From an optimization exercise on the open Yosys and OpenROAD flow, aimed at small area, a short achievable clock period and few clock cycles; shortcuts taken in it are not production practice. Function was checked by simulation only, so behaviour that the tests miss may differ from the original.

==> flow/design.v, too long to show whole: its modules and the start of the top module <==
// module lemire_core: 387 lines
// module lemire_mac: 9245 lines
// module lc_fa: 4 lines
// module lc_fa1: 4 lines
// module lc_ha: 4 lines
// module lc_g: 3 lines
// module lc_gp: 4 lines
// module lc_x: 3 lines
// module lc_ao: 3 lines
module lemire_core (
    input  wire        clk,
    input  wire        rst,
    input  wire        cmd_valid,
    output wire        cmd_ready,
    input  wire [31:0] cmd,
    input  wire [63:0] op0,
    input  wire [63:0] op1,
    output wire        rsp_valid,
    input  wire        rsp_ready,
    output wire [3:0]  err,
    output wire [63:0] res0,
    output wire [63:0] res1,
    output wire        eng_req,
    input  wire        eng_valid,
    input  wire [31:0] eng_data
);
  // ...
==> flow/run.sh <==
#!/bin/bash
# synth_recipe.tcl (not shown) runs the flow's synth.tcl, then flattens the netlist and writes it again
# the make line also repeats each setting of config.mk as NAME=value (left out here)
make -C /OpenROAD-flow-scripts/flow DESIGN_CONFIG=/design/flow/config.mk WORK_HOME=/design/flow/orfs CLKGATE_MAP_FILE= SYNTH_SCRIPT=/design/flow/synth_recipe.tcl finish
==> flow/config.mk <==
export PLATFORM = sky130hd
export DESIGN_NAME = lemire_core
export DESIGN_NICKNAME = lemire_core
export VERILOG_FILES = /design/flow/design.v
export SDC_FILE = /design/flow/constraint.sdc
export NUM_CORES = 4
export LEC_CHECK = 0
export CAP_MARGIN = 20
export CORE_MARGIN = 2
export CORE_UTILIZATION = 40
export SETUP_SLACK_MARGIN = 0.5
export SLEW_MARGIN = 20
export SYNTH_HIERARCHICAL = 1
==> flow/constraint.sdc <==
create_clock -name core_clock -period 18.0 [get_ports {clk}]
set_input_delay 3.6000 -clock core_clock [delete_from_list [all_inputs] [get_ports {clk}]]
set_output_delay 3.6000 -clock core_clock [all_outputs]
set_load 0.01 [all_outputs]
==> results.py, run 1 <==
metrics = {
    "status": {
        "status": "complete, no violations",
    },
    "routing": {
        "drc": 0,
        "drt_iter0_markers": 15100,
        "highest_layer": "met5",
        "ant_nets": 0,
    },
    "critical_path": {
        "cpMostUsedCell": "nand4_1",
        "worstSetupPathDepth": 13,
        "crit_arrival_ns": 6.43,
        "crit_start": "ul_w32$_DFFE_PP_",
        "rr_endpoint": "reg_upper[22]$_DFFE_PN_",
    },
    "final_layout": {
        "nNetsFinal": 12400,
        "num-nonclk-buffers": 664,
        "syn_to_final_growth_pct": 11.7,
        "multi_input_area_share": 0.729,
    },
    "die": {
        "initial_core_util": 0.402,
        "core_um2": 241000,
    },
    "sta": {
        "tightest_slew_ns": 1.36,
        "fin_ws_ns": 7.97,
    },
    "cts": {
        "worstSkewPairLatency_ns": 0.74,
        "clkSinkCount": 537,
    },
    "placement": {
        "place_area_um2": 105000,
    },
    "global_routing": {
        "grt_start_max_net_pins": 105,
        "grt_pass1_vias": 91300,
    },
    "synth": {
        "syn_inst": 10200,
        "synth.avg_cell_area_um2": 9.50,
    },
    "worst_hold_path": {
        "holdPathEnd": "thr_run$_SDFF_PP0_",
    },
}
Testbench counts, summed over its fixed seeds: cycles 7,491.
==> module lemire_core, before the edit <==
module lemire_core (
    input  wire        clk,
    input  wire        rst,
    input  wire        cmd_valid,
    output wire        cmd_ready,
    input  wire [31:0] cmd,
    input  wire [63:0] op0,
    input  wire [63:0] op1,
    output wire        rsp_valid,
    input  wire        rsp_ready,
    output wire [3:0]  err,
    output wire [63:0] res0,
    output wire [63:0] res1,
    output wire        eng_req,
    input  wire        eng_valid,
    input  wire [31:0] eng_data
);
    localparam [3:0] OP_EXTMUL = 4'h1;
    localparam [3:0] OP_DRAW   = 4'h2;
    localparam [3:0] OP_TOUNS  = 4'h3;
    localparam [3:0] OP_TOSGN  = 4'h4;
    localparam [3:0] OP_NEWGEN = 4'h5;
    localparam [3:0] OP_NEXT   = 4'h6;
    localparam [3:0] OP_RDREG  = 4'h7;
    localparam [3:0] ERR_OK      = 4'd0;
    localparam [3:0] ERR_ILLEGAL = 4'd1;
    localparam [3:0] ERR_RANGE   = 4'd2;
    localparam [3:0] ERR_NOGEN   = 4'd4;
    localparam [1:0] VAR_NR = 2'd0;
    localparam [1:0] VAR_RU = 2'd1;
    localparam [2:0] S_IDLE = 3'd0;    
    localparam [2:0] S_RSP  = 3'd1;    
    localparam [2:0] S_CHK  = 3'd2;    
    localparam [2:0] S_WORD = 3'd3;    
    localparam [2:0] S_EX1  = 3'd4;    
    localparam [2:0] S_EX2  = 3'd5;    
    localparam [2:0] S_RD   = 3'd6;    
    localparam [1:0] RK_RD   = 2'd0;   
    localparam [1:0] RK_R    = 2'd1;   
    localparam [1:0] RK_NEXT = 2'd2;   
    reg [63:0] reg_a, reg_dm1, reg_upper, reg_lower;
    reg        ul_w32;          
    reg        ul_pa;           
    reg        gv, thrv;
    reg [5:0]  cfg;             
    wire [1:0] cfg_var = cfg[3:2];
    wire       cfg_w64 = cfg[4];
    wire       cfg_sgn = cfg[5];
    reg [63:0] thr_rem;
    reg [6:0]  thr_cnt;
    reg        thr_init, thr_run;
    reg        thr_nz;          
    wire       thr_done = !thr_init && !thr_run;
    reg [2:0]  st;
    reg        wc_next, wc_w64, wc_second;    
    reg [63:0] reg_r;           
    reg [31:0] reg_t;           
    reg [31:0] reg_e;           
    reg [16:0] enc_one, enc_two, enc_neg;     
    reg        e_ok;            
    reg        mx_en;           
    reg        mc_en;           
    reg [1:0]  rk;
    reg [3:0]  rerr;
    reg [3:0]  rreg;
    reg        rhi;             
    wire [3:0] f_op  = cmd[3:0];
    wire [1:0] f_mul = cmd[5:4];
    wire [1:0] f_var = cmd[7:6];
    wire       f_w   = cmd[8];
    wire       f_sg  = cmd[9];
    wire       f_chk = cmd[10];
    wire [3:0] f_reg = cmd[14:11];
    reg legal;
    always @(*) begin
        legal = 1'b0;
        if (cmd[31:15] == 17'd0) begin
            case (f_op)
                OP_EXTMUL: legal = (cmd[14:6] == 9'd0) && (f_mul != 2'd3);
                OP_DRAW:   legal = (cmd[14:9] == 6'd0) && (cmd[7:4] == 4'd0);
                OP_TOUNS,
                OP_TOSGN:  legal = (cmd[14:10] == 5'd0) && (cmd[7:4] == 4'd0);
                OP_NEWGEN: legal = (f_reg == 4'd0) && (f_mul != 2'd3) && (f_var != 2'd3);
                OP_NEXT:   legal = (cmd[14:4] == 11'd0);
                OP_RDREG:  legal = (cmd[10:4] == 7'd0) &&
                                   ((f_reg <= 4'd5) || (f_reg == 4'd8) ||
                                    (f_reg == 4'd9) || (f_reg == 4'd10));
                default:   legal = 1'b0;
            endcase
        end
    end
    function [63:0] mask_w;
        input [63:0] v;
        input        w64;
        begin
            mask_w = w64 ? v : {32'd0, v[31:0]};
        end
    endfunction
    function [63:0] transpose;
        input [63:0] v;
        input        w64;
        input        sg;
        reg   [63:0] m;
        begin
            m = mask_w(v, w64);
            if (sg) begin
                if (w64) m[63] = ~m[63];
                else     m[31] = ~m[31];
            end
            transpose = m;
        end
    endfunction
    function [50:0] booth;
        input [31:0] v;
        reg   [34:0] ax;
        integer      j;
        begin
            ax = {2'b00, v, 1'b0};
            for (j = 0; j < 17; j = j + 1) begin
                booth[j]      = ax[2*j+1] ^ ax[2*j];
                booth[17 + j] = (ax[2*j+2] & ~ax[2*j+1] & ~ax[2*j]) |
                                (~ax[2*j+2] & ax[2*j+1] & ax[2*j]);
                booth[34 + j] = ax[2*j+2] & ~(ax[2*j+1] & ax[2*j]);
            end
        end
    endfunction
    wire [63:0] ng_ua   = transpose(op0, f_w, f_sg);
    wire [63:0] ng_diff = op1 - op0;
    wire        ng_gt31 = (op0[30:0] > op1[30:0]);
    wire        ng_gt63 = (op0[62:0] > op1[62:0]);
    wire        ng_bad  = f_w ? ((op0[63] != op1[63]) ? (op0[63] ^ f_sg) : ng_gt63)
                              : ((op0[31] != op1[31]) ? (op0[31] ^ f_sg) : ng_gt31);
    wire [63:0] ng_dm1  = mask_w(ng_diff[63:0], f_w);       
    wire        ng_dz   = f_w ? (ng_dm1 == {64{1'b1}}) : (ng_dm1[31:0] == {32{1'b1}});
    wire dist_zero = cfg_w64 ? (reg_dm1 == {64{1'b1}}) : (reg_dm1[31:0] == {32{1'b1}});
    wire [63:0] arch_upper = ul_w32 ? {32'd0, reg_lower[63:32]} : reg_upper;
    wire [63:0] arch_lower = ul_w32 ? {32'd0, reg_lower[31:0]}  : reg_lower;
    wire        lo_ge_d = (arch_lower > reg_dm1);
    wire        lo_ge_t = (arch_lower >= thr_rem);
    wire        chk_ok  = lo_ge_d || (thr_done && lo_ge_t);
    wire        chk_rej = !lo_ge_d && thr_done && !lo_ge_t;
    wire        rd_wait = (rk == RK_RD) && (rreg == 4'd3) && thr_nz && !thr_done;
    assign rsp_valid = ((st == S_RSP) && !rd_wait) || ((st == S_CHK) && chk_ok);
    assign cmd_ready = (st == S_IDLE) || (rsp_valid && rsp_ready);
    wire   cmd_fire  = cmd_valid && cmd_ready;
    wire [63:0] nx_res  = {arch_upper[63] ^ (cfg_sgn && cfg_w64), arch_upper[62:32],
                           arch_upper[31] ^ (cfg_sgn && !cfg_w64), arch_upper[30:0]};
    wire        sum_rd  = (st == S_RD);
    wire        sum_sub = !sum_rd || (rreg == 4'd4);
    wire [63:0] sum_y   = (sum_rd && rreg == 4'd1) ? reg_a :
                          (sum_sub && ul_pa)       ? ~reg_a : 64'd0;
    wire [63:0] sum_x   = (sum_rd && rreg != 4'd4) ? reg_dm1 : arch_upper;
    wire        sum_ci  = (sum_rd && rreg == 4'd2) || (sum_sub && ul_pa);
    wire [64:0] sum_all = {sum_y, 1'b1} + {sum_x, sum_ci};
    wire        sum_w64 = (sum_rd && rreg != 4'd4) ? cfg_w64 : !ul_w32;
    wire [63:0] sum_m   = mask_w(sum_all[64:1], sum_w64);
    reg [63:0] rd_val;
    always @(*) begin
        case (rreg)
            4'd0:    rd_val = reg_a;
            4'd3:    rd_val = thr_nz ? thr_rem : 64'd0;
            4'd5:    rd_val = arch_lower;
            4'd8:    rd_val = {54'd0, cfg, 4'd0};
            4'd9:    rd_val = {62'd0, thrv, gv};
            4'd10:   rd_val = 64'd1;
            default: rd_val = 64'd0;
        endcase
    end
    assign err  = rerr;
    assign res0 = (rk == RK_NEXT) ? nx_res : (rk == RK_R) ? reg_r : rd_val;
    assign res1 = rhi ? reg_upper : 64'd0;
    wire dec_ext  = legal && (f_op == OP_EXTMUL);
    wire dec_draw = legal && (f_op == OP_DRAW);
    wire dec_next = legal && (f_op == OP_NEXT) && gv;
    wire acc_word = cmd_fire && (dec_draw || dec_next);
    wire acc_ext  = cmd_fire && dec_ext;
    wire redraw   = (st == S_CHK) && chk_rej;
    wire ctx_next   = (st == S_WORD) ? wc_next   : 1'b1;
    wire ctx_w64    = (st == S_WORD) ? wc_w64    : cfg_w64;
    wire ctx_second = (st == S_WORD) ? wc_second : 1'b0;
    wire ctx_mul    = ctx_next && !dist_zero;         
    assign eng_req = ((st == S_WORD) && (e_ok || !ctx_mul)) || (redraw && e_ok);
    wire   eng_fire = eng_req && eng_valid;
    wire   mul_word = eng_fire && ctx_mul;
    wire ex = (st == S_EX1) || (st == S_EX2);
    wire [95:0]  mul_c = mc_en ? {reg_upper[31:0], reg_lower} :
                         mx_en ? {32'd0, reg_a} : 96'd0;
    wire [31:0]  mul_x = mx_en ? reg_e : 32'd0;
    wire [127:0] mul_m;
    lemire_mac u_mac (.one_i(enc_one), .two_i(enc_two), .neg_i(enc_neg),
                      .b(reg_r), .c(mul_c), .x(mul_x), .m(mul_m));
    wire [31:0] enc_src = acc_ext ? op0[63:32] : (st == S_EX1) ? reg_t : eng_data;
    wire [50:0] enc_nxt = booth(enc_src);
    reg [63:0] d_smear;
    reg [6:0]  d_pos;
    integer i, k;
    always @(*) begin
        d_smear[63] = reg_dm1[63];
        for (i = 62; i >= 0; i = i - 1)
            d_smear[i] = d_smear[i+1] | reg_dm1[i];
    end
    wire [63:0] d_oh   = d_smear & ~{1'b0, d_smear[63:1]};
    wire        d_pow2 = (reg_dm1 == d_smear);
    always @(*) begin
        for (k = 0; k < 6; k = k + 1) begin
            d_pos[k] = 1'b0;
            for (i = 0; i < 64; i = i + 1)
                if ((i >> k) & 1) d_pos[k] = d_pos[k] | d_oh[i];
        end
        d_pos[6] = 1'b0;
    end
    wire [64:0] thr_dbl  = {thr_rem, 1'b0};
    wire [64:0] thr_diff = thr_dbl + {1'b1, ~reg_dm1};      
    wire [63:0] thr_next = thr_diff[64] ? thr_dbl[63:0] : thr_diff[63:0];
    always @(posedge clk) begin
        reg_e   <= eng_data;
        enc_one <= enc_nxt[16:0];
        enc_two <= enc_nxt[33:17];
        enc_neg <= enc_nxt[50:34];
        e_ok    <= eng_valid && !eng_fire && !acc_ext && (st != S_EX1) && !rst;
    end
    always @(posedge clk) begin
        if (rst) begin
            st       <= S_IDLE;
            gv       <= 1'b0;
            thrv     <= 1'b0;
            thr_nz   <= 1'b0;
            cfg      <= 6'd0;
            thr_init <= 1'b0;
            thr_run  <= 1'b0;
            mx_en    <= 1'b0;
            mc_en    <= 1'b0;
        end else begin
            if (thr_init) begin
                thr_init <= 1'b0;
                thr_rem  <= d_pow2 ? 64'd0 : d_oh;
                thr_cnt  <= (cfg_w64 ? 7'd64 : 7'd32) - d_pos;
                thr_run  <= !d_pow2;
            end else if (thr_run) begin
                thr_rem  <= thr_next;
                thr_cnt  <= thr_cnt - 7'd1;
                if (thr_cnt == 7'd1)
                    thr_run <= 1'b0;
            end
            if (st == S_RSP && rsp_valid && rsp_ready)
                st <= S_IDLE;
            if (st == S_CHK) begin
                if (!lo_ge_d && !thrv) begin
                    thrv   <= 1'b1;
                    thr_nz <= 1'b1;
                end
                if (chk_ok)
                    st <= rsp_ready ? S_IDLE : S_RSP;
            end
            if (ex || mul_word) begin
                reg_upper <= mul_m[127:64];
                reg_lower <= mul_m[63:0];
                ul_w32    <= !ex && !ctx_w64;
                ul_pa     <= !ex;
            end
            if (ex) begin
                st        <= (st == S_EX1) ? S_EX2 : S_RSP;
                mc_en     <= (st == S_EX1);
            end
            if (st == S_RD) begin
                reg_r <= sum_m;
                rk    <= RK_R;
                st    <= S_RSP;
            end
            if (cmd_fire) begin
                rk   <= RK_RD;
                rerr <= ERR_OK;
                rreg <= 4'd15;
                rhi  <= 1'b0;
                st   <= S_RSP;
                if (!legal) begin
                    rerr <= ERR_ILLEGAL;
                end else begin
                    case (f_op)
                    OP_EXTMUL: begin
                        reg_r     <= op1;
                        reg_t     <= op0[31:0];
                        rreg      <= 4'd5;
                        rhi       <= 1'b1;
                        st        <= S_EX1;
                        mx_en     <= 1'b0;
                        mc_en     <= 1'b0;
                    end
                    OP_TOUNS, OP_TOSGN: begin
                        reg_r <= transpose(op0, f_w, f_sg);
                        rk    <= RK_R;
                    end
                    OP_NEWGEN: begin
                        if (ng_bad && f_chk) begin
                            rerr <= ERR_RANGE;
                        end else begin
                            reg_a    <= ng_ua;
                            reg_dm1  <= ng_dm1;
                            if (ul_pa) begin
                                if (ul_w32)
                                    reg_lower[63:32] <= sum_m[31:0];
                                else
                                    reg_upper <= sum_m;
                                ul_pa <= 1'b0;
                            end
                            cfg      <= cmd[9:4];
                            gv       <= 1'b1;
                            thrv     <= (f_var == VAR_RU) && !ng_dz;
                            thr_nz   <= (f_var == VAR_RU) && !ng_dz;
                            thr_init <= 1'b1;
                            thr_run  <= 1'b0;
                        end
                    end
                    OP_NEXT: begin
                        if (!gv) begin
                            rerr <= ERR_NOGEN;
                        end else begin
                            reg_r <= reg_dm1;
                            if (cfg_var == VAR_NR)
                                thrv <= 1'b0;
                        end
                    end
                    OP_RDREG: begin
                        rreg <= f_reg;
                        if (f_reg == 4'd1 || f_reg == 4'd2 || f_reg == 4'd4)
                            st <= S_RD;
                    end
                    default: ;
                    endcase
                end
            end
            if (acc_word) begin
                st        <= S_WORD;
                wc_next   <= dec_next;
                wc_w64    <= dec_next ? cfg_w64 : f_w;
                wc_second <= 1'b0;
                mx_en     <= 1'b1;
                mc_en     <= 1'b0;
            end
            if (redraw && !eng_fire) begin
                st        <= S_WORD;
                wc_next   <= 1'b1;
                wc_w64    <= cfg_w64;
                wc_second <= 1'b0;
                mc_en     <= 1'b0;
            end
            if (eng_req) begin
                if (!eng_valid) begin
                    st        <= S_WORD;
                    wc_next   <= ctx_next;
                    wc_w64    <= ctx_w64;
                    wc_second <= ctx_second;
                end else if (ctx_mul) begin
                    if (ctx_w64 && !ctx_second) begin
                        st        <= S_WORD;
                        wc_next   <= 1'b1;
                        wc_w64    <= 1'b1;
                        wc_second <= 1'b1;
                        mc_en     <= 1'b1;
                    end else begin
                        st    <= S_CHK;
                        rk    <= RK_NEXT;
                        rerr  <= ERR_OK;
                        mc_en <= 1'b0;
                    end
                end else begin
                    if (!ctx_w64)
                        reg_r <= {32'd0, eng_data[31] ^ (ctx_next && cfg_sgn), eng_data[30:0]};
                    else if (!ctx_second)
                        reg_r[63:32] <= {eng_data[31] ^ (ctx_next && cfg_sgn), eng_data[30:0]};
                    else
                        reg_r[31:0] <= eng_data;
                    if (ctx_w64 && !ctx_second) begin
                        st        <= S_WORD;
                        wc_next   <= ctx_next;
                        wc_w64    <= 1'b1;
                        wc_second <= 1'b1;
                    end else begin
                        st   <= S_RSP;
                        rk   <= RK_R;
                        rerr <= ERR_OK;
                    end
                end
            end
        end
    end
endmodule
==> run 2: changes to the inputs <==
--- a/flow/design.v
+++ b/flow/design.v
@@ -41,6 +41,7 @@
     reg [63:0] reg_a, reg_dm1, reg_upper, reg_lower;
     reg        ul_w32;          
     reg        ul_pa;           
+    reg        fix_pend;        
     reg        gv, thrv;
     reg [5:0]  cfg;             
     wire [1:0] cfg_var = cfg[3:2];
@@ -54,7 +55,6 @@
     reg [2:0]  st;
     reg        wc_next, wc_w64, wc_second;    
     reg [63:0] reg_r;           
-    reg [31:0] reg_t;           
     reg [31:0] reg_e;           
     reg [16:0] enc_one, enc_two, enc_neg;     
     reg        e_ok;            
@@ -126,17 +126,26 @@
     endfunction
     wire [63:0] ng_ua   = transpose(op0, f_w, f_sg);
     wire [63:0] ng_diff = op1 - op0;
-    wire        ng_gt31 = (op0[30:0] > op1[30:0]);
-    wire        ng_gt63 = (op0[62:0] > op1[62:0]);
+    wire        ng_gt_lo, ng_eq_lo, ng_gt_hi, ng_eq_hi;
+    lemire_cmp #(.N(31)) u_ngl (.a(op0[30:0]),  .b(op1[30:0]),  .gt(ng_gt_lo), .eq(ng_eq_lo));
+    lemire_cmp #(.N(32)) u_ngh (.a(op0[62:31]), .b(op1[62:31]), .gt(ng_gt_hi), .eq(ng_eq_hi));
+    wire        ng_gt63 = ng_gt_hi || (ng_eq_hi && ng_gt_lo);
     wire        ng_bad  = f_w ? ((op0[63] != op1[63]) ? (op0[63] ^ f_sg) : ng_gt63)
-                              : ((op0[31] != op1[31]) ? (op0[31] ^ f_sg) : ng_gt31);
+                              : ((op0[31] != op1[31]) ? (op0[31] ^ f_sg) : ng_gt_lo);
     wire [63:0] ng_dm1  = mask_w(ng_diff[63:0], f_w);       
     wire        ng_dz   = f_w ? (ng_dm1 == {64{1'b1}}) : (ng_dm1[31:0] == {32{1'b1}});
     wire dist_zero = cfg_w64 ? (reg_dm1 == {64{1'b1}}) : (reg_dm1[31:0] == {32{1'b1}});
     wire [63:0] arch_upper = ul_w32 ? {32'd0, reg_lower[63:32]} : reg_upper;
     wire [63:0] arch_lower = ul_w32 ? {32'd0, reg_lower[31:0]}  : reg_lower;
-    wire        lo_ge_d = (arch_lower > reg_dm1);
-    wire        lo_ge_t = (arch_lower >= thr_rem);
+    wire        cd_gt_lo, cd_eq_lo, cd_gt_hi, cd_eq_hi;
+    wire        ct_gt_lo, ct_eq_lo, ct_gt_hi, ct_eq_hi;
+    lemire_cmp #(.N(32)) u_cdl (.a(reg_lower[31:0]),  .b(reg_dm1[31:0]),  .gt(cd_gt_lo), .eq(cd_eq_lo));
+    lemire_cmp #(.N(32)) u_cdh (.a(reg_lower[63:32]), .b(reg_dm1[63:32]), .gt(cd_gt_hi), .eq(cd_eq_hi));
+    lemire_cmp #(.N(32)) u_ctl (.a(reg_lower[31:0]),  .b(thr_rem[31:0]),  .gt(ct_gt_lo), .eq(ct_eq_lo));
+    lemire_cmp #(.N(32)) u_cth (.a(reg_lower[63:32]), .b(thr_rem[63:32]), .gt(ct_gt_hi), .eq(ct_eq_hi));
+    wire        lo_ge_d = ul_w32 ? cd_gt_lo : (cd_gt_hi || (cd_eq_hi && cd_gt_lo));
+    wire        lo_ge_t = ul_w32 ? (ct_gt_lo || ct_eq_lo) :
+                          (ct_gt_hi || (ct_eq_hi && (ct_gt_lo || ct_eq_lo)));
     wire        chk_ok  = lo_ge_d || (thr_done && lo_ge_t);
     wire        chk_rej = !lo_ge_d && thr_done && !lo_ge_t;
     wire        rd_wait = (rk == RK_RD) && (rreg == 4'd3) && thr_nz && !thr_done;
@@ -146,14 +155,18 @@
     wire [63:0] nx_res  = {arch_upper[63] ^ (cfg_sgn && cfg_w64), arch_upper[62:32],
                            arch_upper[31] ^ (cfg_sgn && !cfg_w64), arch_upper[30:0]};
     wire        sum_rd  = (st == S_RD);
+    wire        sum_on  = sum_rd || fix_pend;
     wire        sum_sub = !sum_rd || (rreg == 4'd4);
     wire [63:0] sum_y   = (sum_rd && rreg == 4'd1) ? reg_a :
                           (sum_sub && ul_pa)       ? ~reg_a : 64'd0;
     wire [63:0] sum_x   = (sum_rd && rreg != 4'd4) ? reg_dm1 : arch_upper;
     wire        sum_ci  = (sum_rd && rreg == 4'd2) || (sum_sub && ul_pa);
-    wire [64:0] sum_all = {sum_y, 1'b1} + {sum_x, sum_ci};
+    wire [64:0] ad_y    = sum_on ? {1'b0, sum_y} : {thr_rem, 1'b0};
+    wire [64:0] ad_x    = sum_on ? {1'b0, sum_x} : {1'b1, ~reg_dm1};
+    wire        ad_ci   = sum_on && sum_ci;
+    wire [65:0] ad_all  = {ad_y, 1'b1} + {ad_x, ad_ci};
     wire        sum_w64 = (sum_rd && rreg != 4'd4) ? cfg_w64 : !ul_w32;
-    wire [63:0] sum_m   = mask_w(sum_all[64:1], sum_w64);
+    wire [63:0] sum_m   = mask_w(ad_all[64:1], sum_w64);
     reg [63:0] rd_val;
     always @(*) begin
         case (rreg)
@@ -189,7 +202,7 @@
     wire [127:0] mul_m;
     lemire_mac u_mac (.one_i(enc_one), .two_i(enc_two), .neg_i(enc_neg),
                       .b(reg_r), .c(mul_c), .x(mul_x), .m(mul_m));
-    wire [31:0] enc_src = acc_ext ? op0[63:32] : (st == S_EX1) ? reg_t : eng_data;
+    wire [31:0] enc_src = acc_ext ? op0[63:32] : (st == S_EX1) ? reg_lower[31:0] : eng_data;
     wire [50:0] enc_nxt = booth(enc_src);
     reg [63:0] d_smear;
     reg [6:0]  d_pos;
@@ -210,7 +223,7 @@
         d_pos[6] = 1'b0;
     end
     wire [64:0] thr_dbl  = {thr_rem, 1'b0};
-    wire [64:0] thr_diff = thr_dbl + {1'b1, ~reg_dm1};      
+    wire [64:0] thr_diff = ad_all[65:1];                     
     wire [63:0] thr_next = thr_diff[64] ? thr_dbl[63:0] : thr_diff[63:0];
     always @(posedge clk) begin
         reg_e   <= eng_data;
@@ -230,18 +243,30 @@
             thr_run  <= 1'b0;
             mx_en    <= 1'b0;
             mc_en    <= 1'b0;
+            fix_pend <= 1'b0;
         end else begin
             if (thr_init) begin
                 thr_init <= 1'b0;
                 thr_rem  <= d_pow2 ? 64'd0 : d_oh;
                 thr_cnt  <= (cfg_w64 ? 7'd64 : 7'd32) - d_pos;
                 thr_run  <= !d_pow2;
-            end else if (thr_run) begin
+            end else if (thr_run && !sum_on) begin
                 thr_rem  <= thr_next;
                 thr_cnt  <= thr_cnt - 7'd1;
                 if (thr_cnt == 7'd1)
                     thr_run <= 1'b0;
             end
+            if (fix_pend) begin
+                reg_a    <= reg_r;
+                fix_pend <= 1'b0;
+                if (ul_pa) begin
+                    if (ul_w32)
+                        reg_lower[63:32] <= sum_m[31:0];
+                    else
+                        reg_upper <= sum_m;
+                    ul_pa <= 1'b0;
+                end
+            end
             if (st == S_RSP && rsp_valid && rsp_ready)
                 st <= S_IDLE;
             if (st == S_CHK) begin
@@ -279,7 +304,7 @@
                     case (f_op)
                     OP_EXTMUL: begin
                         reg_r     <= op1;
-                        reg_t     <= op0[31:0];
+                        reg_lower[31:0] <= op0[31:0];
                         rreg      <= 4'd5;
                         rhi       <= 1'b1;
                         st        <= S_EX1;
@@ -294,15 +319,9 @@
                         if (ng_bad && f_chk) begin
                             rerr <= ERR_RANGE;
                         end else begin
-                            reg_a    <= ng_ua;
+                            reg_r    <= ng_ua;
+                            fix_pend <= 1'b1;
                             reg_dm1  <= ng_dm1;
-                            if (ul_pa) begin
-                                if (ul_w32)
-                                    reg_lower[63:32] <= sum_m[31:0];
-                                else
-                                    reg_upper <= sum_m;
-                                ul_pa <= 1'b0;
-                            end
                             cfg      <= cmd[9:4];
                             gv       <= 1'b1;
                             thrv     <= (f_var == VAR_RU) && !ng_dz;
@@ -385,6 +404,15 @@
         end
     end
 endmodule
+module lemire_cmp #(parameter N = 32) (
+    input  wire [N-1:0] a,
+    input  wire [N-1:0] b,
+    output wire         gt,
+    output wire         eq
+);
+    assign gt = (a > b);
+    assign eq = (a == b);
+endmodule
 module lemire_mac (
     input  wire [16:0]  one_i,
     input  wire [16:0]  two_i,
==> run 2 against run 1 <==
Compared with the run above:
- synthesized cell count shrank 3.3%
- sequential cell count fell by 32
- clock skew decreased by 0.032 ns
- wire length down 6.9%
- core utilization shrank 0.16 points
- critical path type unchanged
- largest cell class unchanged
- highest routed layer unchanged
==> results.py, run 2 <==
metrics = {
    "job": {
        "drv_cap": 0,
    },
    "placement": {
        "place.gp.congestion": 1.05,
        "dpl.hpwl_um": 384000,
        "portBuffers": 331,
        "place_ws_ns": 8.53,
        "place_area_um2": 102000,
    },
    "sta": {
        "hold_viol": 0,
        "max_freq_mhz": 110,
        "fin_setup_tns_ns": 0,
        "rsz0062_at_grt": "no",
        "relSlewSlack": 0.0996,
        "finClkSkew_ns": 0.0425,
        "min_period_over_period": 0.507,
        "tightest_slew_ns": 1.34,
        "finalSetupViolations": 0,
        "fin_ws_ns": 8.88,
        "period_needed_ns": 9.12,
        "maxSlewViolCount": 0,
    },
    "critical_path": {
        "crit_arrival_ns": 5.52,
        "worstSetupPathType": "flip-flop to primary output",
        "ff2ff_setup_slack_ns": 8.94,
        "r2r-start": "enc_neg[4]$_DFF_P_",
        "r2r_cells": 20,
        "crit_fanout": 10,
        "worstSetupStartpointType": "flip-flop",
        "rr_endpoint": "reg_upper[32]$_DFFE_PP_",
        "cp_data_required_time_ns": 14.40,
        "end_kind": "primary output",
    },
    "global_routing": {
        "grt_pass1_wl_um": 693000,
        "grtUsageTotal": 0.408,
        "grt-ovfl-total": 0,
        "grt_pass1_vias": 88800,
        "antenna_found_initial": 56,
        "grt_start_max_net_pins": 192,
    },
    "worst_hold_path": {
        "hold_path.class": "flip-flop to flip-flop",
        "min_path_cells": 2,
        "holdPathEnd": "thr_run$_SDFF_PP0_",
        "min_from": "thr_run$_SDFF_PP0_",
    },
    "cts": {
        "worstSkewPairLatency_ns": 0.75,
        "cts_setup_buffers": 0,
        "hold_buffers": 0,
        "numCtsBuffers": 61,
        "cts_max_path_buffers": 3,
        "clkSinkCount": 505,
        "root_buffer": "clkbuf_16",
        "cts_tree": "built",
        "cts.reportedPaths.clkPinSlew_ns": 0.07,
        "cts_max_level": 2,
        "cts_resized": 0,
    },
    "routing": {
        "routedWlPerCell_um": 37.4,
        "drc": 0,
        "totalWireLength_um": 498000,
        "vias": 91700,
        "first_pass_iters": 10,
        "drt_iter0_markers": 14800,
        "routed_via_density": 6.89,
        "ant_nets": 0,
    },
    "final_layout": {
        "nNetsFinal": 11900,
        "final_cell_mix": "1200 x xor2_1, 1067 x a22o_1, 1042 x fa_1, 594 x nand2_1, 561 x a21o_1",
        "drive_above_1_share": 0.0678,
        "final_area_um2": 104000,
        "syn_to_final_growth_pct": 11.3,
        "fillCellCount": 22400,
        "final_common_cell": "xor2_1",
        "fin_util": 0.447,
    },
    "die": {
        "initial_core_util": 0.402,
        "die_x_um": 487,
        "rows": 177,
        "die-area_um2": 237000,
        "core_um2": 232000,
        "die-height_um": 487,
        "ios": 332,
    },
    "synth": {
        "synth.avg_cell_area_um2": 9.48,
        "ys_warn_count": 7,
        "syn_inst": 9845,
        "mappedNetlistArea_um2": 93300,
        "synth_nets": 11600,
    },
    "status": {
        "status": "complete, no violations",
    },
}
==> run 2: worst max path at each step <==
stage                                from                      end  slack [ns]
CTS                 reg_dm1[60]$_DFFE_PP_                  eng_req        9.12
global route           enc_neg[8]$_DFF_P_  reg_upper[32]$_DFFE_PP_        8.79
floorplan                             rst   reg_upper[0]$_DFFE_PP_        7.54
finish              reg_dm1[60]$_DFFE_PP_                  eng_req        8.88
global placement                   cmd[0]       enc_one[2]$_DFF_P_        8.32
detailed placement                op1[29]      reg_r[54]$_DFFE_PN_        8.53
==> run 2: cell type report <==
class | instances | area [µm²] | share of cell area
multi-input combinational | 8507 | 76100 | 0.733
sequential | 505 | 14300 | 0.138
timing repair buffer | 646 | 5730 | 0.0551
tap | 3043 | 3810 | 0.0366
inverter | 460 | 1730 | 0.0166
clock buffer | 73 | 1700 | 0.0163
clock inverter | 40 | 432 | 0.00415
antenna | 30 | 75.1 | 0.000722
==> run 2: worst max-delay path, stage by stage, from the launching register on <==
cell	delay, ns
edfxtp_1	0.93
inv_1	0.14
ha_1	0.33
nand4_2	0.20
nor4_4	0.50
and3_1	0.32
a31oi_1	0.11
inv_1	0.09
o21ai_0	0.23
or3_1	0.46
nand4b_1	0.30
a21oi_1	0.41
clkdlybuf4s50_1	0.74
==> run 2: per-layer routing <==
metal / part of all wire / track usage
met1: 0.38 / 0.528
met2: 0.41 / 0.584
met3: 0.13 / 0.128
met4: 0.080 / 0.268
met5: 0.00024 / 0
==> run 2: stage by stage <==
stage | cells | hold WS (ns)
after floorplan | 9845 | 0.431
after global placement | 13200 | 0.548
after detailed placement | 13200 | 0.546
after CTS | 13300 | 0.564
after global routing | 13300 | 0.587
final | 13300 | 0.562
Testbench counts of run 2, summed over its fixed seeds: cycles 7,491.
==> run 3: changes to the inputs <==
--- a/flow/design.v
+++ b/flow/design.v
@@ -316,10 +316,10 @@
                         rk    <= RK_R;
                     end
                     OP_NEWGEN: begin
+                        reg_r <= ng_ua;              
                         if (ng_bad && f_chk) begin
                             rerr <= ERR_RANGE;
                         end else begin
-                            reg_r    <= ng_ua;
                             fix_pend <= 1'b1;
                             reg_dm1  <= ng_dm1;
                             cfg      <= cmd[9:4];
==> run 3 against run 2 <==
Compared with the run above:
- fmax decreased by 4.8%
- clock skew decreased by 0.0012 ns
- hold slack got worse by 0.044 ns
- cell area decreased by 0.35%
- first-iteration DRC count increased by 2.4%
- worst setup slack got worse by 0.46 ns
==> results.py, run 3 <==
metrics = {
    "worst_hold_path": {
        "min_path_cells": 0,
        "hold_path.class": "flip-flop to flip-flop",
        "min_from": "reg_r[3]$_DFFE_PN_",
        "holdPathEnd": "reg_a[3]$_DFFE_PP_",
    },
    "critical_path": {
        "worstSetupStartpointType": "flip-flop",
        "r2r_cells": 21,
        "rr_endpoint": "reg_upper[55]$_DFFE_PP_",
        "ff2ff_setup_slack_ns": 9.08,
        "crit_arrival_ns": 5.98,
        "cp_data_required_time_ns": 14.40,
        "end_kind": "primary output",
        "r2r-start": "enc_neg[7]$_DFF_P_",
        "worstSetupPathType": "flip-flop to primary output",
        "crit_fanout": 8,
    },
    "sta": {
        "finalSetupViolations": 0,
        "hold_viol": 0,
        "max_freq_mhz": 104,
        "relSlewSlack": 0.124,
        "period_needed_ns": 9.58,
        "tightest_slew_ns": 1.30,
        "min_period_over_period": 0.532,
        "maxSlewViolCount": 0,
        "finClkSkew_ns": 0.0413,
        "fin_setup_tns_ns": 0,
        "rsz0062_at_grt": "no",
    },
    "final_layout": {
        "final_area_um2": 104000,
        "final_common_cell": "xor2_1",
        "nNetsFinal": 11900,
        "fillCellCount": 22400,
        "drive_above_1_share": 0.0690,
        "final_cell_mix": "1203 x xor2_1, 1073 x a22o_1, 1042 x fa_1, 580 x a21o_1, 556 x nand2_1",
        "syn_to_final_growth_pct": 11.4,
    },
    "cts": {
        "clkSinkCount": 505,
        "hold_buffers": 0,
        "numCtsBuffers": 56,
        "cts_tree": "built",
        "cts_max_level": 2,
        "worstSkewPairLatency_ns": 0.73,
        "cts_resized": 0,
        "cts_max_path_buffers": 3,
        "cts.reportedPaths.clkPinSlew_ns": 0.08,
        "cts_setup_buffers": 0,
        "root_buffer": "clkbuf_16",
    },
    "synth": {
        "synth.avg_cell_area_um2": 9.51,
        "syn_inst": 9776,
        "mappedNetlistArea_um2": 93000,
        "synth_nets": 11500,
        "ys_warn_count": 7,
    },
    "routing": {
        "vias": 92000,
        "highest_layer": "met5",
        "routed_via_density": 6.94,
        "drt_iter0_markers": 15200,
        "drc": 0,
        "met2_wirelength_um": 203000,
        "ant_nets": 0,
        "totalWireLength_um": 496000,
        "wl_met3_um": 66000,
        "wl_met1_um": 184000,
        "first_pass_iters": 14,
        "routedWlPerCell_um": 37.4,
    },
    "placement": {
        "place_area_um2": 101000,
        "place.gp.congestion": 1.07,
        "dpl.hpwl_um": 373000,
        "portBuffers": 331,
    },
    "global_routing": {
        "grt_pass1_vias": 88900,
        "grt_start_max_net_pins": 90,
        "antenna_found_initial": 59,
        "grt-ovfl-total": 0,
        "grt_pass1_wl_um": 693000,
        "grtUsageTotal": 0.408,
    },
    "die": {
        "die-area_um2": 236000,
        "rows": 177,
        "die_x_um": 486,
        "ios": 332,
        "core_um2": 232000,
        "initial_core_util": 0.401,
        "die-height_um": 486,
    },
    "status": {
        "status": "complete, no violations",
    },
    "job": {
        "drv_cap": 0,
    },
}
run 3: worst max-delay path by stage:
stage / startpoint / to / slack [ns] / cells past startpoint
finish: reg_lower[11]$_DFFE_PN_ / eng_req / 8.42 / 13
global route: reg_dm1[11]$_DFFE_PP_ / eng_req / 8.37 / 15
CTS: reg_lower[12]$_DFFE_PN_ / eng_req / 8.82 / 13
detailed placement: op0[0] / thrv$_SDFF_PP0_ / 8.68 / 17
global placement: op0[0] / thrv$_SDFF_PP0_ / 8.63 / 17
floorplan: rst / reg_upper[0]$_DFFE_PP_ / 7.54 / 4
run 3: cell type report:
type	instances	area, µm²	area share
repair buffers	663	5810	0.0561
inverters	479	1800	0.0174
clock inverters	32	387	0.00373
clock buffers	74	1600	0.0154
diodes	45	113	0.00109
multi-input cells	8419	75700	0.731
flip-flops and latches	505	14300	0.138
well taps	3043	3810	0.0368
run 3: through the flow:
| stage | setup WS (ns) | cells | hold WS [ns] | util |
|---|---|---|---|---|
| after global routing | 8.37 | 13200 | 0.536 | 0.446 |
| after global placement | 8.63 | 13100 | 0.506 | 0.437 |
| after floorplan | 7.54 | 9776 | 0.464 | - |
| after detailed placement | 8.68 | 13100 | 0.521 | 0.437 |
| after CTS | 8.82 | 13200 | 0.522 | 0.446 |
| final | 8.42 | 13300 | 0.518 | 0.447 |
run 3: per-layer routing:
| layer | vias to the layer above | GRT usage |
|---|---|---|
| li1 | 36800 | - |
| met1 | 45900 | 0.521 |
| met2 | 7564 | 0.579 |
| met3 | 1767 | 0.135 |
| met4 | 32 | 0.285 |
| met5 | - | 0.00163 |
run 3: worst max-delay path: stages (launching register included):
cell	delay (ns)
edfxtp_1	0.60
ha_1	0.44
nand4_1	0.12
nor3_1	0.35
a21boi_2	0.26
o41ai_2	0.10
a31oi_1	0.77
o21ai_0	0.20
o21ai_1	0.51
or3_1	0.29
nor2_1	0.08
o21ai_0	0.46
nand2_1	0.37
clkdlybuf4s50_1	0.66
Testbench counts of run 3, summed over its fixed seeds: cycles 7,491.
==> run 4: changes to the inputs <==
--- a/flow/design.v
+++ b/flow/design.v
@@ -192,7 +192,7 @@
     wire ctx_w64    = (st == S_WORD) ? wc_w64    : cfg_w64;
     wire ctx_second = (st == S_WORD) ? wc_second : 1'b0;
     wire ctx_mul    = ctx_next && !dist_zero;         
-    assign eng_req = ((st == S_WORD) && (e_ok || !ctx_mul)) || (redraw && e_ok);
+    assign eng_req = (st == S_WORD) && (e_ok || !ctx_mul);
     wire   eng_fire = eng_req && eng_valid;
     wire   mul_word = eng_fire && ctx_mul;
     wire ex = (st == S_EX1) || (st == S_EX2);
@@ -202,7 +202,9 @@
     wire [127:0] mul_m;
     lemire_mac u_mac (.one_i(enc_one), .two_i(enc_two), .neg_i(enc_neg),
                       .b(reg_r), .c(mul_c), .x(mul_x), .m(mul_m));
-    wire [31:0] enc_src = acc_ext ? op0[63:32] : (st == S_EX1) ? reg_lower[31:0] : eng_data;
+    wire        ext_pres = cmd_valid && (f_op == OP_EXTMUL) &&
+                           ((st == S_IDLE) || (st == S_RSP) || (st == S_CHK));
+    wire [31:0] enc_src = ext_pres ? op0[63:32] : (st == S_EX1) ? reg_lower[31:0] : eng_data;
     wire [50:0] enc_nxt = booth(enc_src);
     reg [63:0] d_smear;
     reg [6:0]  d_pos;
@@ -230,7 +232,7 @@
         enc_one <= enc_nxt[16:0];
         enc_two <= enc_nxt[33:17];
         enc_neg <= enc_nxt[50:34];
-        e_ok    <= eng_valid && !eng_fire && !acc_ext && (st != S_EX1) && !rst;
+        e_ok    <= eng_valid && !eng_fire && !ext_pres && (st != S_EX1) && !rst;
     end
     always @(posedge clk) begin
         if (rst) begin
@@ -356,7 +358,7 @@
                 mx_en     <= 1'b1;
                 mc_en     <= 1'b0;
             end
-            if (redraw && !eng_fire) begin
+            if (redraw) begin
                 st        <= S_WORD;
                 wc_next   <= 1'b1;
                 wc_w64    <= cfg_w64;
==> run 4 against run 3 <==
Compared with the run above:
- critical endpoint is now cmd_ready
- global-route usage rose by 0.42 points
- clock skew grew 0.037 ns
- highest routed layer unchanged
- area after synthesis shrank 0.16%
- wire length rose by 1.1%
- hold slack improved by 0.081 ns
- non-clock buffer count is 42 lower
- core utilization increased by 0.21 points
- register-to-register slack improved by 0.03 ns
- critical path type unchanged
==> results.py, run 4 <==
metrics = {
    "die": {
        "die-area_um2": 236000,
        "core_um2": 230000,
        "rows": 176,
        "initial_core_util": 0.403,
        "die-height_um": 486,
        "ios": 332,
        "die_x_um": 486,
    },
    "cts": {
        "cts_tree": "built",
        "cts_setup_buffers": 0,
        "hold_buffers": 0,
        "cts_max_level": 2,
        "numCtsBuffers": 61,
        "clkSinkCount": 505,
        "cts_resized": 0,
        "worstSkewPairLatency_ns": 0.76,
        "cts.reportedPaths.clkPinSlew_ns": 0.07,
        "root_buffer": "clkbuf_16",
        "cts_max_path_buffers": 3,
    },
    "routing": {
        "routed_via_density": 6.87,
        "totalWireLength_um": 501000,
        "first_pass_iters": 13,
        "vias": 90500,
        "drt_iter0_markers": 13300,
        "ant_nets": 0,
        "drc": 0,
        "routedWlPerCell_um": 38.0,
    },
    "sta": {
        "rsz0062_at_grt": "no",
        "fin_ws_ns": 8.61,
        "tightest_slew_ns": 1.33,
        "maxSlewViolCount": 0,
        "min_period_over_period": 0.522,
        "max_freq_mhz": 106,
        "finalSetupViolations": 0,
        "period_needed_ns": 9.39,
        "relSlewSlack": 0.107,
        "hold_viol": 0,
        "timing.hold.ws_ns": 0.599,
        "fin_setup_tns_ns": 0,
        "finClkSkew_ns": 0.0785,
    },
    "final_layout": {
        "final_cell_mix": "1201 x xor2_1, 1064 x a22o_1, 1042 x fa_1, 582 x nand2_1, 559 x a21o_1",
        "drive_above_1_share": 0.0672,
        "nNetsFinal": 11800,
        "syn_to_final_growth_pct": 11.3,
        "multiInputGateArea_um2": 75800,
        "fillCellCount": 22300,
        "final_common_cell": "xor2_1",
        "regArea_um2": 14300,
        "instances_no_fill": 13200,
    },
    "critical_path": {
        "slowest_delay_ns": 1.02,
        "cp_num_buf_inv": 2,
        "path_cells": "inv_1 > ha_1 > nand4_2 > nor3_1 > a21boi_2 > o41ai_2 > a31oi_1 > o21ai_0 > o21ai_0 > a21oi_1 > or3_1 > nand2_1 > a21o_1 > clkdlybuf4s50_1",
        "r2r_cells": 23,
        "crit_arrival_ns": 5.79,
        "cp_data_required_time_ns": 14.40,
        "end_kind": "primary output",
        "worstSetupStartpointType": "flip-flop",
        "worstSetupPathDepth": 14,
        "worstSetupPathType": "flip-flop to primary output",
        "slowest_stage": "edfxtp_1",
        "cpMostUsedCell": "o21ai_0",
        "crit_fanout": 10,
        "cp_top_family": "compound AO/OA/AOI/OAI gates",
    },
    "worst_hold_path": {
        "hold_path.class": "flip-flop to flip-flop",
        "min_path_cells": 3,
    },
    "global_routing": {
        "grt_pass1_vias": 88800,
        "grt-ovfl-total": 0,
        "grt_start_max_net_pins": 87,
        "antenna_found_initial": 65,
        "grtUsageTotal": 0.412,
        "grt_pass1_wl_um": 695000,
    },
    "synth": {
        "mappedNetlistArea_um2": 92800,
        "synth.avg_cell_area_um2": 9.52,
        "ys_warn_count": 7,
        "synth_nets": 11500,
        "syn_inst": 9754,
    },
    "placement": {
        "place.gp.congestion": 1.05,
        "place_ws_ns": 8.60,
        "dpl.hpwl_um": 377000,
        "dp_cells": 13000,
        "portBuffers": 331,
    },
    "job": {
        "drv_cap": 0,
    },
    "status": {
        "status": "complete, no violations",
    },
}
## run 4: changes by cell type in the layout (fill, tap and decap cells not counted), sizes merged, moves of 26 or more
cell | before | now
nand2 | 559 | 585
mux2i | 96 | 138
a31oi | 74 | 46
o22ai | 69 | 29
buf | 331 | 290
o21ai | 433 | 493
## run 4: metrics by stage
stage | utilization | cell area [µm²]
after floorplan | - | 92800
after global placement | 0.438 | 101000
after detailed placement | 0.438 | 101000
after CTS | 0.448 | 103000
after global routing | 0.448 | 103000
final | 0.449 | 103000
## run 4: final timing paths
path | startpoint | end | slack [ns]
setup reg to reg | rreg[1]$_SDFFCE_PN1P_ | thr_rem[13]$_DFFE_PP_ | 9.11
hold / removal | thrv$_SDFF_PP0_ | thrv$_SDFF_PP0_ | 0.60
setup / recovery | reg_dm1[13]$_DFFE_PP_ | cmd_ready | 8.61
hold reg to reg | thrv$_SDFF_PP0_ | thrv$_SDFF_PP0_ | 0.60
## run 4: per-layer routing
metal | routed length, µm | GRT usage
met1 | 185000 | 0.511
met2 | 207000 | 0.592
met3 | 66700 | 0.150
met4 | 42700 | 0.290
met5 | 413 | 0.00388
## run 4: worst reg2reg max path, stage by stage, from the launching register on
cell       delay, ns
edfxtp_1        0.68
o41ai_2         0.43
buf_4           0.46
nand2_2         0.43
nor2_1          0.21
a21oi_1         0.05
o21ai_0         0.23
ha_1            0.34
and3_1          0.27
a221o_1         0.33
a21oi_1         0.40
and2_1          0.22
a21boi_1        0.92
nor4bb_1        0.19
buf_4           0.21
o31ai_1         0.49
a21bo_2         0.28
a2111oi_0       0.17
a311oi_4        0.30
buf_4           0.63
buf_4           0.62
nand2_1         0.43
a2bb2o_1        0.37
a21o_1          0.08
## run 4: area by class of cell
class / count / share of cell area
clock buffers: 74 / 0.0165
repair buffers: 621 / 0.0531
clock inverters: 42 / 0.00505
multi-input cells: 8422 / 0.733
well taps: 3026 / 0.0366
diodes: 37 / 0.000896
flip-flops and latches: 505 / 0.138
inverters: 453 / 0.0165
Testbench counts of run 4, summed over its fixed seeds: cycles 7,511.

## static timing again, ports no longer ideal
No port has a modelled driver above. Below, the same layouts with a new extraction and two added sets of constraints. Step 1 (the two cells are an assumption about what drives the block):
set clk [get_ports {clk}]
set_driving_cell -lib_cell sky130_fd_sc_hd__clkbuf_16 $clk
set_driving_cell -lib_cell sky130_fd_sc_hd__buf_2 [delete_from_list [all_inputs] $clk]
Step 2 moves the port delays by t, midway between the first and last clock arrival at a register: inputs arrive t later, outputs are due t later. That takes back most of the time a late clock gives input paths. Three values: ideal, step 1, step 2; two values: the first two.
run | t (ns) | setup WS [ns] | slew at the worst register clock pin (ns)
run 1 | 0.793 | 7.974 / 7.888 / 8.266 | 0.07 / 0.07
run 2 | 0.821 | 8.880 / 8.792 / 8.285 | 0.07 / 0.07
run 3 | 0.803 | 8.418 / 8.324 / 8.553 | 0.08 / 0.08
run 4 | 0.809 | 8.608 / 8.523 / 8.453 | 0.08 / 0.08
After both steps every run listed still meets setup and hold. For run 2, which loses most, drivers alone change the setup slack by -0.088 ns; drivers and shift together by -0.595 ns.
